Source: an optimization exercise on an open RTL-to-GDS flow (aim: small area, a short achievable clock period and few clock cycles per item). Production flows keep margins and buffers that such runs may drop. Power is estimated from default activity; no workload was simulated.

==> 03-21: inputs <==
## fm_decoder
module fm_decoder (
    input  wire         clk,
    input  wire         rst_n,
    input  wire         cmd_valid,
    output reg          cmd_ready,
    input  wire [31:0]  cmd_data,
    output reg          res_valid,
    input  wire         res_ready,
    output reg  [15:0]  res_head,
    output reg  [103:0] res_payload,
    output wire [31:0]  dstat
);
    localparam [1:0] C_NOBAR  = 2'd0,
                     C_NOPROG = 2'd1,
                     C_CSERR  = 2'd2,
                     C_PROG   = 2'd3;
    localparam [3:0] R_OK       = 4'd0,
                     R_EMPTY    = 4'd1,
                     R_LEFT     = 4'd2,
                     R_RIGHT    = 4'd3,
                     R_BARCOUNT = 4'd4,
                     R_SHORT    = 4'd5,
                     R_LONG     = 4'd6,
                     R_GAP      = 4'd7,
                     R_SIG      = 4'd8,
                     R_HTYPE    = 4'd9,
                     R_HINDEX   = 4'd10,
                     R_DIRECT   = 4'd11,
                     R_CSUM     = 4'd12;
    localparam [2:0] E_IDLE  = 3'd0,    
                     E_WAIT  = 3'd1,    
                     E_SRCH  = 3'd2,    
                     E_CLASS = 3'd3,    
                     E_SUM   = 3'd4,    
                     E_DEC   = 3'd5;    
    reg  [7:0]  last_csum;
    reg  [15:0] row_index;
    reg         aborted;
    reg         err;
  ...
export LEC_CHECK = 0
export ABC_CLOCK_PERIOD_IN_PS = 5000
export CAP_MARGIN = 30
export CORE_MARGIN = 2
export CORE_UTILIZATION = 45
export CTS_BUF_LIST = sky130_fd_sc_hd__clkbuf_4 sky130_fd_sc_hd__clkbuf_8
export CTS_CLUSTER_SIZE = 20
export PLACE_DENSITY = 0.6
export SLEW_MARGIN = 30
create_clock -name core_clock -period 22.0 [get_ports {clk}]
standard.sh (not shown) runs the stock make flow with config.mk's settings and CLKGATE_MAP_FILE= SYNTH_SCRIPT=/design/flow/synth_recipe.tcl, a recipe that flattens the netlist after the stock synthesis.
==> flow/flow/run.sh <==
#!/bin/bash
# The standard layout (standard.sh: ORFS synth .. finish, unchanged scripts),
# with the resizer's setup repair asked to keep a larger slack margin so that it
# works on paths the 22 ns clock alone would leave untouched, and with the delay
# cells kept out of the netlist (they would otherwise be picked as port buffers).
# The SDC, clock period and all other settings are the design's.
set -euo pipefail
export SETUP_SLACK_MARGIN=16
export DONT_USE_CELLS="sky130_fd_sc_hd__clkdlybuf4s15_1 sky130_fd_sc_hd__clkdlybuf4s15_2 sky130_fd_sc_hd__clkdlybuf4s18_1 sky130_fd_sc_hd__clkdlybuf4s18_2 sky130_fd_sc_hd__clkdlybuf4s25_1 sky130_fd_sc_hd__clkdlybuf4s25_2 sky130_fd_sc_hd__clkdlybuf4s50_1 sky130_fd_sc_hd__clkdlybuf4s50_2 sky130_fd_sc_hd__dlygate4sd1_1 sky130_fd_sc_hd__dlygate4sd2_1 sky130_fd_sc_hd__dlygate4sd3_1 sky130_fd_sc_hd__dlymetal6s2s_1 sky130_fd_sc_hd__dlymetal6s4s_1 sky130_fd_sc_hd__dlymetal6s6s_1"
bash standard.sh > standard_flow.log 2>&1
==> 01-28: changes against 03-21 <==
--- a/flow/design.v
+++ b/flow/design.v
@@ -50,13 +50,13 @@
     wire is_le    = (cmd_data == 32'hB000_0000);
     wire is_run   = (cmd_data[31:15] == 17'h1_8000);
     wire [13:0] rem_m1   = rem_eff - 14'd1;
     wire        rem_nz   = (rem_eff != 14'd0);
     wire [14:0] a_remrun = {1'b0, rem_eff} - {1'b0, cmd_data[13:0]};
     wire [14:0] a_span   = {1'b0, cmd_data[27:14]} - {1'b0, cmd_data[13:0]};
-    wire lb_ok  = !aborted && !line_open && !a_span[14] && (a_span[13:0] != 14'd0);
+    wire lb_ok  = !aborted && !line_open && (cmd_data[13:0] < cmd_data[27:14]);
     wire run_ok = line_open && (is_pix ? rem_nz : !a_remrun[14]);
     wire le_ok  = line_open && !rem_nz;
     wire a_refuse = cmd_data[31] && !is_scan &&
                     !(is_lb && lb_ok) && !((is_pix || is_run) && run_ok) && !(is_le && le_ok);
     reg  [27:0] q_data;
     reg         q_begin, q_run, q_pix, q_end;
@@ -180,21 +180,29 @@
         else if (n_black > 8'd132)                      g_reason = R_LONG;
         else if (n_black < 8'd12 || n_black[2:0] != 3'd4) g_reason = R_BARCOUNT;
         else if (n_black < 8'd36)                       g_reason = R_SHORT;
         else if ({2'b0, gap_max} > g_min3)              g_reason = R_GAP;
         else                                            g_reason = R_OK;
     end
+    wire [9:0] orw_next  = q_begin ? 10'd0 : ((b_act && bw_we) ? (orw | bw_wd) : orw);
+    wire [9:0] orw_smear = orw_next | {1'b0, orw_next[9:1]} | {2'b0, orw_next[9:2]} |
+                           {3'b0, orw_next[9:3]} | {4'b0, orw_next[9:4]} | {5'b0, orw_next[9:5]} |
+                           {6'b0, orw_next[9:6]} | {7'b0, orw_next[9:7]} | {8'b0, orw_next[9:8]} |
+                           {9'b0, orw_next[9]};
     reg [3:0] g_msb;
     integer mi;
     always @* begin
         g_msb = 4'd0;
         for (mi = 0; mi < 10; mi = mi + 1)
             if (orw[mi]) g_msb = mi[3:0];
     end
     reg  [9:0]   cmp_v;            
-    reg  [11:0]  vblk;             
+    wire [11:0]  vblk = {n_black >= 8'd132, n_black >= 8'd124, n_black >= 8'd116,
+                         n_black >= 8'd108, n_black >= 8'd100, n_black >= 8'd92,
+                         n_black >= 8'd84,  n_black >= 8'd76,  n_black >= 8'd68,
+                         n_black >= 8'd60,  n_black >= 8'd52,  n_black >= 8'd44};
     wire [131:0] valid = {{8{vblk[11]}}, {8{vblk[10]}}, {8{vblk[9]}}, {8{vblk[8]}},
                           {8{vblk[7]}},  {8{vblk[6]}},  {8{vblk[5]}}, {8{vblk[4]}},
                           {8{vblk[3]}},  {8{vblk[2]}},  {8{vblk[1]}}, {8{vblk[0]}},
                           36'hF_FFFF_FFFF};
     function le10;
         input [9:0] a, b;
@@ -286,32 +294,60 @@
             default: c_sig = cls[130] && !cls[131];
         endcase
         c_sig = c_sig && !cls[0] && !cls[1];
     end
     reg  [7:0]  row0, row1, row2;
     reg         sig_ok;
-    reg  [11:0] bsum;              
-    wire [11:0] s_sum = {4'd0, row1} + {4'd0, row2} +
-                        {4'd0, res_payload[7:0]}   + {4'd0, res_payload[15:8]} +
-                        {4'd0, res_payload[23:16]} + {4'd0, res_payload[31:24]} +
-                        {4'd0, res_payload[39:32]} + {4'd0, res_payload[47:40]} +
-                        {4'd0, res_payload[55:48]} + {4'd0, res_payload[63:56]} +
-                        {4'd0, res_payload[71:64]} + {4'd0, res_payload[79:72]} +
-                        {4'd0, res_payload[87:80]} + {4'd0, res_payload[95:88]} +
-                        {4'd0, res_payload[103:96]};
-    function [7:0] fold;
-        input [11:0] t;
-        reg [8:0] y;
+    reg  [7:0]  zsum;              
+    function [15:0] csa8;
+        input [7:0] a, b, c;
+        reg   [7:0] cy;
         begin
-            y = {5'd0, t[11:8]} + {1'b0, t[7:0]};
-            fold = y[8] ? (y[7:0] + 8'd1) : y[7:0];
+            cy   = (a & b) | (a & c) | (b & c);
+            csa8 = {a ^ b ^ c, cy[6:0], cy[7]};
         end
     endfunction
-    wire [11:0] d_tchain = bsum + {4'd0, last_csum};
-    wire [7:0]  d_chain  = fold(d_tchain);
-    wire [7:0]  d_zero   = fold(bsum);
+    function [7:0] eac8;
+        input [7:0] a, b;
+        reg   [8:0] t;
+        begin
+            t    = {1'b0, a} + {1'b0, b};
+            eac8 = t[8] ? (t[7:0] + 8'd1) : t[7:0];
+        end
+    endfunction
+    wire [7:0] sb1  = row1;
+    wire [7:0] sb2  = row2;
+    wire [7:0] sb3  = res_payload[7:0];
+    wire [7:0] sb4  = res_payload[15:8];
+    wire [7:0] sb5  = res_payload[23:16];
+    wire [7:0] sb6  = res_payload[31:24];
+    wire [7:0] sb7  = res_payload[39:32];
+    wire [7:0] sb8  = res_payload[47:40];
+    wire [7:0] sb9  = res_payload[55:48];
+    wire [7:0] sb10 = res_payload[63:56];
+    wire [7:0] sb11 = res_payload[71:64];
+    wire [7:0] sb12 = res_payload[79:72];
+    wire [7:0] sb13 = res_payload[87:80];
+    wire [7:0] sb14 = res_payload[95:88];
+    wire [7:0] sb15 = res_payload[103:96];
+    wire [15:0] l1a = csa8(sb1,  sb2,  sb3);
+    wire [15:0] l1b = csa8(sb4,  sb5,  sb6);
+    wire [15:0] l1c = csa8(sb7,  sb8,  sb9);
+    wire [15:0] l1d = csa8(sb10, sb11, sb12);
+    wire [15:0] l1e = csa8(sb13, sb14, sb15);
+    wire [15:0] l2a = csa8(l1a[15:8], l1a[7:0], l1b[15:8]);
+    wire [15:0] l2b = csa8(l1b[7:0],  l1c[15:8], l1c[7:0]);
+    wire [15:0] l2c = csa8(l1d[15:8], l1d[7:0], l1e[15:8]);
+    wire [15:0] l3a = csa8(l2a[15:8], l2a[7:0], l2b[15:8]);
+    wire [15:0] l3b = csa8(l2b[7:0],  l2c[15:8], l2c[7:0]);
+    wire [15:0] l4a = csa8(l3a[15:8], l3a[7:0], l3b[15:8]);
+    wire [15:0] l5a = csa8(l4a[15:8], l4a[7:0], l3b[7:0]);
+    wire [15:0] l6a = csa8(l5a[15:8], l5a[7:0], l1e[7:0]);
+    wire [7:0]  s_zero = eac8(l6a[15:8], l6a[7:0]);
+    wire [7:0]  d_chain  = eac8(last_csum, zsum);
+    wire [7:0]  d_zero   = zsum;
     wire [4:0]  d_k      = n_black[7:3];
     wire [4:0]  d_len    = d_k - 5'd3;
     reg  [1:0]  d_class;
     reg  [3:0]  d_reason;
     always @* begin
         if (!sig_ok) begin
@@ -370,31 +406,19 @@
             end
         end
     end
     always @(posedge clk) begin
         part <= pc;
         if (geo_go) begin
-            vblk[0]  <= (n_black >= 8'd44);
-            vblk[1]  <= (n_black >= 8'd52);
-            vblk[2]  <= (n_black >= 8'd60);
-            vblk[3]  <= (n_black >= 8'd68);
-            vblk[4]  <= (n_black >= 8'd76);
-            vblk[5]  <= (n_black >= 8'd84);
-            vblk[6]  <= (n_black >= 8'd92);
-            vblk[7]  <= (n_black >= 8'd100);
-            vblk[8]  <= (n_black >= 8'd108);
-            vblk[9]  <= (n_black >= 8'd116);
-            vblk[10] <= (n_black >= 8'd124);
-            vblk[11] <= (n_black >= 8'd132);
             p_lo    <= 10'd0;
             p_up    <= 10'd0;
             bit_lo  <= g_msb;
             bit_up  <= g_msb;
-            cmp_v   <= (10'd1 << g_msb) - 10'd1;
-            part_ok <= 1'b0;
-            own_up  <= 1'b0;
+            part_ok <= 1'b1;
+            part_up <= 1'b0;
+            own_up  <= 1'b1;
             pass2   <= 1'b0;
         end else if (est == E_SRCH) begin
             part_ok <= 1'b1;
             part_up <= own_up;
             own_up  <= !own_up;
             if (part_ok) begin
@@ -412,12 +436,14 @@
             part_ok <= 1'b0;
             if (part_ok && part_up)
                 p_up <= rnew;
         end else if (dec_retry) begin
             cmp_v <= p_up;
             pass2 <= 1'b1;
+        end else if (est == E_IDLE || est == E_WAIT) begin
+            cmp_v <= {1'b0, orw_smear[9:1]};
         end
     end
     always @(posedge clk) begin
         if (est == E_CLASS) begin
             row0        <= pk_m[127:120];
             row1        <= pk_m[119:112];
@@ -426,13 +452,13 @@
                             pk_m[39:32], pk_m[47:40], pk_m[55:48], pk_m[63:56],
                             pk_m[71:64], pk_m[79:72], pk_m[87:80], pk_m[95:88],
                             pk_m[103:96]};
             sig_ok      <= c_sig;
         end
         if (est == E_SUM)
-            bsum <= s_sum;
+            zsum <= s_zero;
         if (dec_commit) begin
             res_head <= {5'd0, out_len, out_upper, out_reason, out_class};
             if (out_class != C_PROG)
                 res_payload <= 104'd0;
         end
     end
==> flow/flow/run.sh (replaced) <==
#!/bin/bash
# The standard layout (standard.sh: ORFS synth .. finish, unchanged scripts),
# with the resizer's setup repair asked to keep a larger slack margin so that it
# works on paths the 22 ns clock alone would leave untouched. The SDC, clock
# period and all other settings are the design's.
set -euo pipefail
export SETUP_SLACK_MARGIN=17
bash standard.sh > standard_flow.log 2>&1
Settings changed: CTS_BUF_LIST sky130_fd_sc_hd__clkbuf_4 sky130_fd_sc_hd__clkbuf_8 to default, CTS_CLUSTER_DIAMETER from default to 100, CTS_CLUSTER_SIZE 20 to 25.
==> 04-02: changes against 03-21 <==
Settings changed: CORE_UTILIZATION 45 to 25, CTS_BUF_LIST sky130_fd_sc_hd__clkbuf_4 sky130_fd_sc_hd__clkbuf_8 to default, CTS_CLUSTER_SIZE 20 to default, PLACE_DENSITY 0.6 to 0.45.
==> run summary <==
Between 03-21 and 04-02, the lower clock skew is in 03-21 (gap 0.0064 ns). Critical path depth: 04-02 > 01-28 > 03-21. 04-02 ran to the end with no violations. 03-21 finished clean. 01-28 finished with timing, DRC and antenna clean. The lowest utilization belongs to 04-02, the highest to 01-28. In combinational power, 01-28 is at 3.0 times the value of 04-02.
Function was not checked in any run of this note: the RTL went through the layout flow alone.

==> port drivers added, routing unchanged <==
In the flow no input, the clock included, has a driving cell. The finished layouts below were timed again as built, in two steps.
Step 1 (the two cells are an assumption about what drives the block):
set clk [get_ports {clk}]
set_driving_cell -lib_cell sky130_fd_sc_hd__clkbuf_16 $clk
set_driving_cell -lib_cell sky130_fd_sc_hd__buf_2 [delete_from_list [all_inputs] $clk]
Step 2 adds t to the input delays and takes it off the output delays; t is the mean of the earliest and latest rising clock arrival at the registers after step 1. Input paths then give back, and output paths get back, about the clock's delay inside the block.
Three values: ideal, step 1, step 2; two values: the first two.
run | shift t [ns] | slack for setup (ns) | hold slack, ns | worst data-port slew with drivers (ns)
03-21 | 1.093 | 15.960 / 15.881 / 14.917 | 0.416 / 0.416 / 0.416 | 0.06
01-28 | 0.823 | 16.037 / 16.016 / 15.250 | 0.438 / 0.438 / 0.438 | 0.10
04-02 | 0.948 | 15.736 / 15.771 / 14.823 | 0.403 / 0.403 / 0.403 | 0.10
After both steps every run listed still meets setup and hold. For 03-21, which loses most, drivers alone change the setup slack by -0.079 ns; drivers and shift together by -1.043 ns.
